This design comes from an exercise in tuning for small area and few clock cycles on the open sky130 flow, not from production work.
In this exercise RTL edits were held to simulation tests only and were not proved equivalent to the original.
Power and IR drop assume default switching activity.

===== flow/config.mk =====
export PLATFORM = sky130hd
export DESIGN_NAME = frame_codec
export DESIGN_NICKNAME = frame_codec
export VERILOG_FILES = /design/flow/design.v
export SDC_FILE = /design/flow/constraint.sdc
export NUM_CORES = 4
export LEC_CHECK = 0
export CAP_MARGIN = 20
export CORE_MARGIN = 2
export CORE_UTILIZATION = 40
export PLACE_DENSITY = 0.6
export SLEW_MARGIN = 20

===== flow/constraint.sdc =====
create_clock -name core_clock -period 7.0 [get_ports {clk}]
set_input_delay 1.4000 -clock core_clock [delete_from_list [all_inputs] [get_ports {clk}]]
set_output_delay 1.4000 -clock core_clock [all_outputs]
set_load 0.01 [all_outputs]

===== flow/design.v =====
module fc_csum (
    input  wire        clk,
    input  wire        clear,     
    input  wire        update,    
    input  wire [7:0]  data_in,
    output wire [15:0] crc_out,   
    output wire [15:0] frm_out    
);
    reg [15:0] crc_reg;
    reg [15:0] sum_reg;
    reg [7:0]  hi_byte;    
    reg        odd;        
    function [15:0] crc16l_byte;
        input [15:0] crc;
        input [7:0]  d;
        integer i;
        reg [15:0] r;
        begin
            r = crc;
            for (i = 7; i >= 0; i = i - 1)
                r = {r[14:0], 1'b0} ^ ((r[15] ^ d[i]) ? 16'h1021 : 16'h0000);
            crc16l_byte = r;
        end
    endfunction
    function [15:0] add1c;
        input [15:0] s;
        input [15:0] w;
        reg [16:0] t;
        begin
            t = {1'b0, s} + {1'b0, w};
            add1c = t[15:0] + {15'd0, t[16]};
        end
    endfunction
    always @(posedge clk) begin
        if (clear) begin
            crc_reg <= 16'h0000;
            sum_reg <= 16'h0000;
            hi_byte <= 8'h00;
            odd     <= 1'b0;
        end else if (update) begin
            crc_reg <= crc16l_byte(crc_reg, data_in);
            if (odd) begin
                sum_reg <= add1c(sum_reg, {hi_byte, data_in});
                odd     <= 1'b0;
            end else begin
                hi_byte <= data_in;
                odd     <= 1'b1;
            end
        end
    end
    assign crc_out = crc_reg;
    assign frm_out = odd ? ~add1c(sum_reg, {hi_byte, 8'h00}) : ~sum_reg;
endmodule
module fc_encoder (
    input  wire        clk,
    input  wire        rst,
    input  wire        mode,           
    input  wire        tx_valid,
    output wire        tx_ready,
    input  wire [15:0] tx_type,
    input  wire [15:0] tx_len,
    input  wire        txd_valid,
    output wire        txd_ready,
    input  wire [7:0]  txd_data,
    output wire        enc_valid,
    input  wire        enc_ready,
    output wire [7:0]  enc_data,
    output wire        enc_last
);
    localparam [3:0] S_IDLE = 4'd0,
                     S_SOF  = 4'd1,
                     S_H0   = 4'd2,
                     S_H1   = 4'd3,
                     S_H2   = 4'd4,
                     S_H3   = 4'd5,
                     S_PL   = 4'd6,
                     S_C0   = 4'd7,
                     S_C1   = 4'd8,
                     S_EOF  = 4'd9;
    reg [3:0]  state;
    reg        esc_phase;    
    reg [15:0] f_type;
    reg [15:0] f_len;
    reg [15:0] remaining;    
    reg        f_mode;
    wire [15:0] crc_val, frm_val;
    wire [15:0] csum = f_mode ? frm_val : crc_val;
    reg [7:0] cur_byte;
    always @(*) begin
        case (state)
            S_H0:    cur_byte = f_type[15:8];
            S_H1:    cur_byte = f_type[7:0];
            S_H2:    cur_byte = f_len[15:8];
            S_H3:    cur_byte = f_len[7:0];
            S_PL:    cur_byte = txd_data;
            S_C0:    cur_byte = csum[15:8];
            S_C1:    cur_byte = csum[7:0];
            default: cur_byte = 8'h7E;
        endcase
    end
    wire is_flag   = (state == S_SOF) || (state == S_EOF);
    wire needs_esc = !is_flag && (cur_byte == 8'h7E || cur_byte == 8'h7D);
    assign enc_valid = (state != S_IDLE) && (state != S_PL || txd_valid);
    assign enc_data  = needs_esc ? (esc_phase ? (cur_byte ^ 8'h20) : 8'h7D) : cur_byte;
    assign enc_last  = (state == S_EOF);
    wire fire      = enc_valid && enc_ready;
    wire byte_done = fire && (!needs_esc || esc_phase);
    assign tx_ready  = (state == S_IDLE);
    assign txd_ready = (state == S_PL) && enc_ready && (!needs_esc || esc_phase);
    wire cs_update = byte_done && (state == S_H0 || state == S_H1 || state == S_H2 ||
                                   state == S_H3 || state == S_PL);
    fc_csum u_csum (
        .clk     (clk),
        .clear   (tx_valid && tx_ready),
        .update  (cs_update),
        .data_in (cur_byte),
        .crc_out (crc_val),
        .frm_out (frm_val)
    );
    always @(posedge clk) begin
        if (rst) begin
            state     <= S_IDLE;
            esc_phase <= 1'b0;
        end else begin
            if (fire && needs_esc && !esc_phase)
                esc_phase <= 1'b1;
            else if (byte_done)
                esc_phase <= 1'b0;
            case (state)
                S_IDLE: if (tx_valid) begin
                    f_type    <= tx_type;
                    f_len     <= tx_len;
                    remaining <= tx_len;
                    f_mode    <= mode;
                    state     <= S_SOF;
                end
                S_SOF: if (byte_done) state <= S_H0;
                S_H0:  if (byte_done) state <= S_H1;
                S_H1:  if (byte_done) state <= S_H2;
                S_H2:  if (byte_done) state <= S_H3;
                S_H3:  if (byte_done) state <= (f_len == 16'd0) ? S_C0 : S_PL;
                S_PL:  if (byte_done) begin
                    remaining <= remaining - 16'd1;
                    if (remaining == 16'd1) state <= S_C0;
                end
                S_C0:  if (byte_done) state <= S_C1;
                S_C1:  if (byte_done) state <= S_EOF;
                S_EOF: if (byte_done) state <= S_IDLE;
                default: state <= S_IDLE;
            endcase
        end
    end
endmodule
module fc_decoder (
    input  wire        clk,
    input  wire        rst,
    input  wire        mode,           
    input  wire        rx_valid,
    input  wire [7:0]  rx_data,
    input  wire        rx_last,
    output reg         pl_valid,
    output reg  [7:0]  pl_data,
    output reg         done,
    output reg  [2:0]  status,
    output reg  [15:0] type_out,
    output reg  [15:0] len_out,
    output wire        mode_flip       
);
    localparam [2:0] ST_OK       = 3'd0,
                     ST_NOFRAME  = 3'd1,
                     ST_DANGLING = 3'd2,
                     ST_HDRSHORT = 3'd3,
                     ST_LENSHORT = 3'd4,
                     ST_CHECKSUM = 3'd5;
    localparam [1:0] P_HUNT  = 2'd0,    
                     P_IN    = 2'd1,    
                     P_AFTER = 2'd2;    
    reg [1:0]  phase;
    reg        first;          
    reg [7:0]  first_byte;
    reg        esc_pending;
    reg [16:0] idx;            
    reg [15:0] f_type;
    reg [15:0] f_len;
    reg [15:0] rcrc;
    reg        have_crc;
    wire [7:0] byte_first = first ? rx_data : first_byte;
    wire is_flag    = (rx_data == 8'h7E);
    wire        region_byte = rx_valid && (phase == P_IN) && !is_flag;
    wire        u_valid     = region_byte && (esc_pending || rx_data != 8'h7D);
    wire [7:0]  u_data      = esc_pending ? (rx_data ^ 8'h20) : rx_data;
    wire [16:0] pl_end  = {1'b0, f_len} + 17'd4;    
    wire        covered = (idx < 17'd4) || (idx < pl_end);
    wire        in_pl   = (idx >= 17'd4) && (idx < pl_end);
    wire [15:0] crc_val, frm_val;
    fc_csum u_csum (
        .clk     (clk),
        .clear   (rx_valid && phase == P_HUNT && is_flag),
        .update  (u_valid && !have_crc && covered),
        .data_in (u_data),
        .crc_out (crc_val),
        .frm_out (frm_val)
    );
    wire       closed = (phase == P_AFTER) || (phase == P_IN && is_flag);
    reg  [2:0] res_status;
    reg [15:0] res_type;
    reg        res_switch;
    always @(*) begin
        res_status = ST_OK;
        res_type   = f_type;
        res_switch = 1'b0;
        if (!closed) begin
            if (byte_first == 8'h80)      res_type = 16'h0080;
            else if (byte_first == 8'h81) res_type = 16'h0081;
            else if (byte_first == 8'h82) res_type = 16'h0082;
            else                          res_status = ST_NOFRAME;
        end else if (esc_pending) begin
            res_status = ST_DANGLING;
        end else if (idx < 17'd4) begin
            res_status = ST_HDRSHORT;
        end else if (!have_crc) begin
            res_status = ST_LENSHORT;
        end else if ((mode ? frm_val : crc_val) == rcrc) begin
            res_status = ST_OK;
        end else if ((mode ? crc_val : frm_val) == rcrc) begin
            res_switch = 1'b1;
        end else begin
            res_status = ST_CHECKSUM;
        end
    end
    assign mode_flip = rx_valid && rx_last && res_switch;
    always @(posedge clk) begin
        if (rst) begin
            phase       <= P_HUNT;
            first       <= 1'b1;
            esc_pending <= 1'b0;
            pl_valid    <= 1'b0;
            done        <= 1'b0;
        end else begin
            pl_valid <= 1'b0;
            done     <= 1'b0;
            if (rx_valid) begin
                if (first) first_byte <= rx_data;
                first <= rx_last;
                case (phase)
                    P_HUNT: if (is_flag) begin
                        phase       <= P_IN;
                        esc_pending <= 1'b0;
                        idx         <= 17'd0;
                        have_crc    <= 1'b0;
                    end
                    P_IN: if (is_flag) begin
                        phase <= P_AFTER;
                    end else if (esc_pending) begin
                        esc_pending <= 1'b0;
                    end else if (rx_data == 8'h7D) begin
                        esc_pending <= 1'b1;
                    end
                    default: ;
                endcase
                if (u_valid && !have_crc) begin
                    idx <= idx + 17'd1;
                    case (idx)
                        17'd0: f_type[15:8] <= u_data;
                        17'd1: f_type[7:0]  <= u_data;
                        17'd2: f_len[15:8]  <= u_data;
                        17'd3: f_len[7:0]   <= u_data;
                        default: begin
                            if (idx == pl_end)
                                rcrc[15:8] <= u_data;
                            if (idx == pl_end + 17'd1) begin
                                rcrc[7:0] <= u_data;
                                have_crc  <= 1'b1;
                            end
                        end
                    endcase
                    if (in_pl) begin
                        pl_valid <= 1'b1;
                        pl_data  <= u_data;
                    end
                end
                if (rx_last) begin
                    done        <= 1'b1;
                    status      <= res_status;
                    type_out    <= res_type;
                    len_out     <= closed ? f_len : 16'd0;
                    phase       <= P_HUNT;
                end
            end
        end
    end
endmodule
module frame_codec (
    input  wire        clk,
    input  wire        rst,
    input  wire        mode_wr,
    input  wire        mode_wdata,
    output wire        mode,
    input  wire        tx_valid,
    output wire        tx_ready,
    input  wire [15:0] tx_type,
    input  wire [15:0] tx_len,
    input  wire        txd_valid,
    output wire        txd_ready,
    input  wire [7:0]  txd_data,
    output wire        enc_valid,
    input  wire        enc_ready,
    output wire [7:0]  enc_data,
    output wire        enc_last,
    input  wire        rx_valid,
    input  wire [7:0]  rx_data,
    input  wire        rx_last,
    output wire        rxd_valid,
    output wire [7:0]  rxd_data,
    output wire        dec_done,
    output wire [2:0]  dec_status,
    output wire [15:0] dec_type,
    output wire [15:0] dec_len
);
    reg  mode_reg;
    wire mode_flip;
    always @(posedge clk) begin
        if (rst)
            mode_reg <= 1'b0;
        else if (mode_wr)
            mode_reg <= mode_wdata;
        else if (mode_flip)
            mode_reg <= ~mode_reg;
    end
    assign mode = mode_reg;
    fc_encoder u_enc (
        .clk       (clk),
        .rst       (rst),
        .mode      (mode_reg),
        .tx_valid  (tx_valid),
        .tx_ready  (tx_ready),
        .tx_type   (tx_type),
        .tx_len    (tx_len),
        .txd_valid (txd_valid),
        .txd_ready (txd_ready),
        .txd_data  (txd_data),
        .enc_valid (enc_valid),
        .enc_ready (enc_ready),
        .enc_data  (enc_data),
        .enc_last  (enc_last)
    );
    fc_decoder u_dec (
        .clk       (clk),
        .rst       (rst),
        .mode      (mode_reg),
        .rx_valid  (rx_valid),
        .rx_data   (rx_data),
        .rx_last   (rx_last),
        .pl_valid  (rxd_valid),
        .pl_data   (rxd_data),
        .done      (dec_done),
        .status    (dec_status),
        .type_out  (dec_type),
        .len_out   (dec_len),
        .mode_flip (mode_flip)
    );
endmodule

===== flow/run.sh =====
#!/bin/bash
# synth_recipe.tcl (not shown) runs the flow's synth.tcl, then flattens the netlist and writes it again
# the make line also repeats each setting of config.mk as NAME=value (left out here)
make -C /OpenROAD-flow-scripts/flow DESIGN_CONFIG=/design/flow/config.mk WORK_HOME=/design/flow/orfs CLKGATE_MAP_FILE= SYNTH_SCRIPT=/design/flow/synth_recipe.tcl finish

==> flow_summary.toml <==
[run_status]
outcome = "complete, no violations"

[critical_path]
rr_startpoint = "u_enc.u_csum.sum_reg[8]"
timing.rr.end = "u_enc.u_csum.sum_reg[15]"
cp-end-kind = "output pin"
crit_type = "register to output pin"
critPathTopFamily = "compound AO/OA/AOI/OAI gates"
path_cells = "ha_1, fa_1, a21o_1, a21oi_2, o21ai_1, ha_2, ha_1, mux2_2, a21oi_1, o32ai_1, o211a_2, or3_1, a21oi_1, nor4b_4, nand2_1, and3_1, clkdlybuf4s50_1"
cp-startpoint = "u_enc.u_csum.sum_reg[8]"
rr_worst_depth = 33
max_stage_delay_ps = 470
start_kind = "register"
ff2ff_setup_slack_ps = 580
worstPathMaxFanout = 7
arrival_ps = 5160
crit_required_ps = 5600
cpMaxStageDelayCell = "clkdlybuf4s50_1"
path_buf_inv = 1

[drt]
vias = 13900
drtIter0Drc = 903
wl_per_cell_um = 19.6
drt-total-wl_um = 47800
drtAntennaViolNets = 0
firstDrtPassIters = 5
drc_errors = 0
via_per_inst = 5.67

[floorplan]
fp-row-count = 75
pin_count = 115
start_util_pct = 40.3
die_x_um = 209
die_h_um = 209
dieArea_um2 = 43800
core_um2 = 41800

[sta]
hold_ws_ps = 466
worstMarginPinSlew_ps = 947
skew_ps = 15.2
drv_slew = 0
tns_ps = 0
period_needed_ps = 6560
rsz0062_at_grt = "no"
slew_headroom_pct = 36.7
post-route-period-util_pct = 93.7
fmax_ghz = 0.153
hold_viol = 0
setup_viol = 0

[grt]
antenna_found_initial = 0
grt_pass1_wl_um = 74500
grtUsageTotal_pct = 21.6
grt_start_max_net_pins = 36
first_global_vias = 13200
overflow = 0

[logic_synthesis]
netlist.area_leader.share_pct = 29.6
yosys.cell_count.top_type = "edfxtp_1"
synth_top_area_cell = "edfxtp_1"
synth_edf_count = 166
netlist-cell-type-count = 97
ys_ff_latch = 260
syn-cell-area_um2 = 16800
syn-num-nets = 1905
yosysSeqAreaShare_pct = 40.8
synthFlopType = "edfxtp_1"
synth_commonest_cells = "edfxtp_1, nor2_1, xnor2_1"
ys_async_sr_fraction_pct = 0
yosys_warnings = 4
synth_area_leaders = "edfxtp_1, dfxtp_1, xnor2_1"
syn_inst = 1777
synth.avg_cell_area_um2 = 9.48

[clock_network]
clock_sinks = 260
cts_root_buf = "clkbuf_16"
worst_skew_pair.late_latency_ps = 590
cts_hold_buffers = 0
cts_tree = "done"
cts_buffer_depth = 3
cts_made_buffers = 31
path_clk_slew_ps = 60
cts_max_level = 1

[pwr]
comb_power_share_pct = 26.7
pwr-share-seq_pct = 36.3
switching_share_pct = 31.4
leakage_uw = 0.00717
power_switching_uw = 1570
intPower_uw = 3440
peakVddDrop_mv = 0.205
power.share.clock_pct = 37.0
powerDensity_nw_per_um2 = 252

[layout]
largest_register_ffs = 17
drive_gt1_share_pct = 8.39
max_flop_register = "u_dec.idx"
fin_nets = 2010
postLayoutCellArea_um2 = 19900
fin_util_pct = 47.7
syn2layout_area_growth_pct = 18.2
n_antenna_cell = 0

[flow_run]
maxCapViolations = 0

[placement]
io_buffer_count = 114
dp_hpwl_um = 35100
placed_area_um2 = 18600
gp_congestion = 0.918

[worst_hold_path]
hold_start = "u_enc.u_csum.crc_reg[12]"
min_path_cells = 2
hold_end = "u_enc.u_csum.crc_reg[12]"
hold_class = "register to register"
metrics by stage:
step | worst slack (ps) | std cells | total power [uW]
floorplan | 903 | 1777 | 2660
global placement | 111 | 2385 | 3150
detailed placement | 7.39 | 2385 | 3150
CTS | 35.1 | 2443 | 5020
global route | 1.65 | 2446 | 5230
finish | 443 | 2446 | 5010
worst register-to-register path, delay by kind of cell, from the launching register on:
| kind | cells | cell delay (ps) |
|---|---|---|
| AND/OR/NAND/NOR | 9 | 1300 |
| XOR/XNOR | 1 | 150 |
| buffers and inverters | 5 | 590 |
| adder cells (fa/ha/maj) | 7 | 1940 |
| multiplexers | 1 | 80 |
| AO/OA/AOI/OAI | 10 | 1880 |
| flip-flops | 1 | 330 |
kinds of logic after synthesis:
family / after synthesis / synth area share [%]
AO/OA/AOI/OAI: 373 / 14.7
flip-flops: 260 / 40.8
AND/OR/NAND/NOR: 652 / 20.5
buffers and inverters: 141 / 3.42
XOR/XNOR: 211 / 11.0
multiplexers: 69 / 4.21
adder cells (fa/ha/maj): 71 / 5.45
power groups by stage:
stage / Clock, uW / Sequential [uW] / Combinational, uW
final: 1850 / 1820 / 1340
after global placement: 0 / 1850 / 1300
after CTS: 1890 / 1820 / 1310
after global routing: 1950 / 1840 / 1440
after floorplan: 0 / 1800 / 860
after detailed placement: 0 / 1850 / 1300
repair_timing:
action                                 CTS  global route
gates resized for setup                  1            12
setup buffers                            0             2
setup endpoints to repair                2            13
endpoints found under the hold margin    0             0
pin swaps                                0             1
how the worst max path moves through the flow:
stage,cells after the start,endpoint
2_1_floorplan,31,u_enc.u_csum.sum_reg[15]
3_3_place_gp,32,u_enc.u_csum.sum_reg[15]
3_5_place_dp,32,u_enc.u_csum.sum_reg[15]
4_1_cts,33,u_enc.u_csum.sum_reg[15]
5_1_grt,18,txd_ready
6_report,17,txd_ready
metal layers:
metal	routed length [um]	track usage (%)	part of all wire [%]
met4	1350	7.14	2.8
met3	2710	3.19	5.7
met1	22600	31.0	47
met2	21200	33.2	44
met5	0	0	0
cell type report:
cell class | instances | area, um2
clock buffers | 36 | 815
clock inverters | 22 | 365
fillers | 3879 | 21900
inverters | 55 | 206
multi-input cells | 1376 | 9500
flip-flops and latches | 260 | 6870
well taps | 539 | 674
repair buffers | 158 | 1480
cells in the final DEF (no fill, tap or decap), types with 31 or more instances in the layout:
cell type / count
nor3_1: 34
clkdlybuf4s50_1: 114
nor2b_1: 35
a21oi_1: 98
o21ai_0: 71
mux2i_1: 53
nand3_1: 74
xor2_1: 81
nor2_1: 163
xnor2_1: 130
buf_4: 43
nand2_1: 114
ha_1: 65
edfxtp_1: 166
clkbuf_16: 31
inv_1: 53
dfxtp_1: 94
Testbench counts, summed over its fixed seeds: cycles 22,351.

-- static timing again, ports no longer ideal --
In the flow no input, the clock included, has a driving cell. The finished layout below was timed again as built, in two steps. Step 1: set_driving_cell puts a clkbuf_16 on clk and a buf_2 on each other input, an assumption about the parent block. Step 2, shift: input delay + t, output delay - t, t = (earliest + latest rising clock arrival at the registers) / 2. This alone moves slack from input paths to output paths. a / b / c = ideal / step 1 / step 2; a / b = the first two.
shift t [ns]: 0.637
slack for setup (ns): 0.443 / 0.388 / 0.577
worst hold slack (ns): 0.466 / 0.466 / 0.466
worst register clock-pin slew, ns: 0.07 / 0.07
worst data-port slew with drivers (ns): 0.07
After both steps setup and hold are still met in this run. The setup slack of this run moves by -0.055 ns with the drivers and by +0.134 ns with both steps.
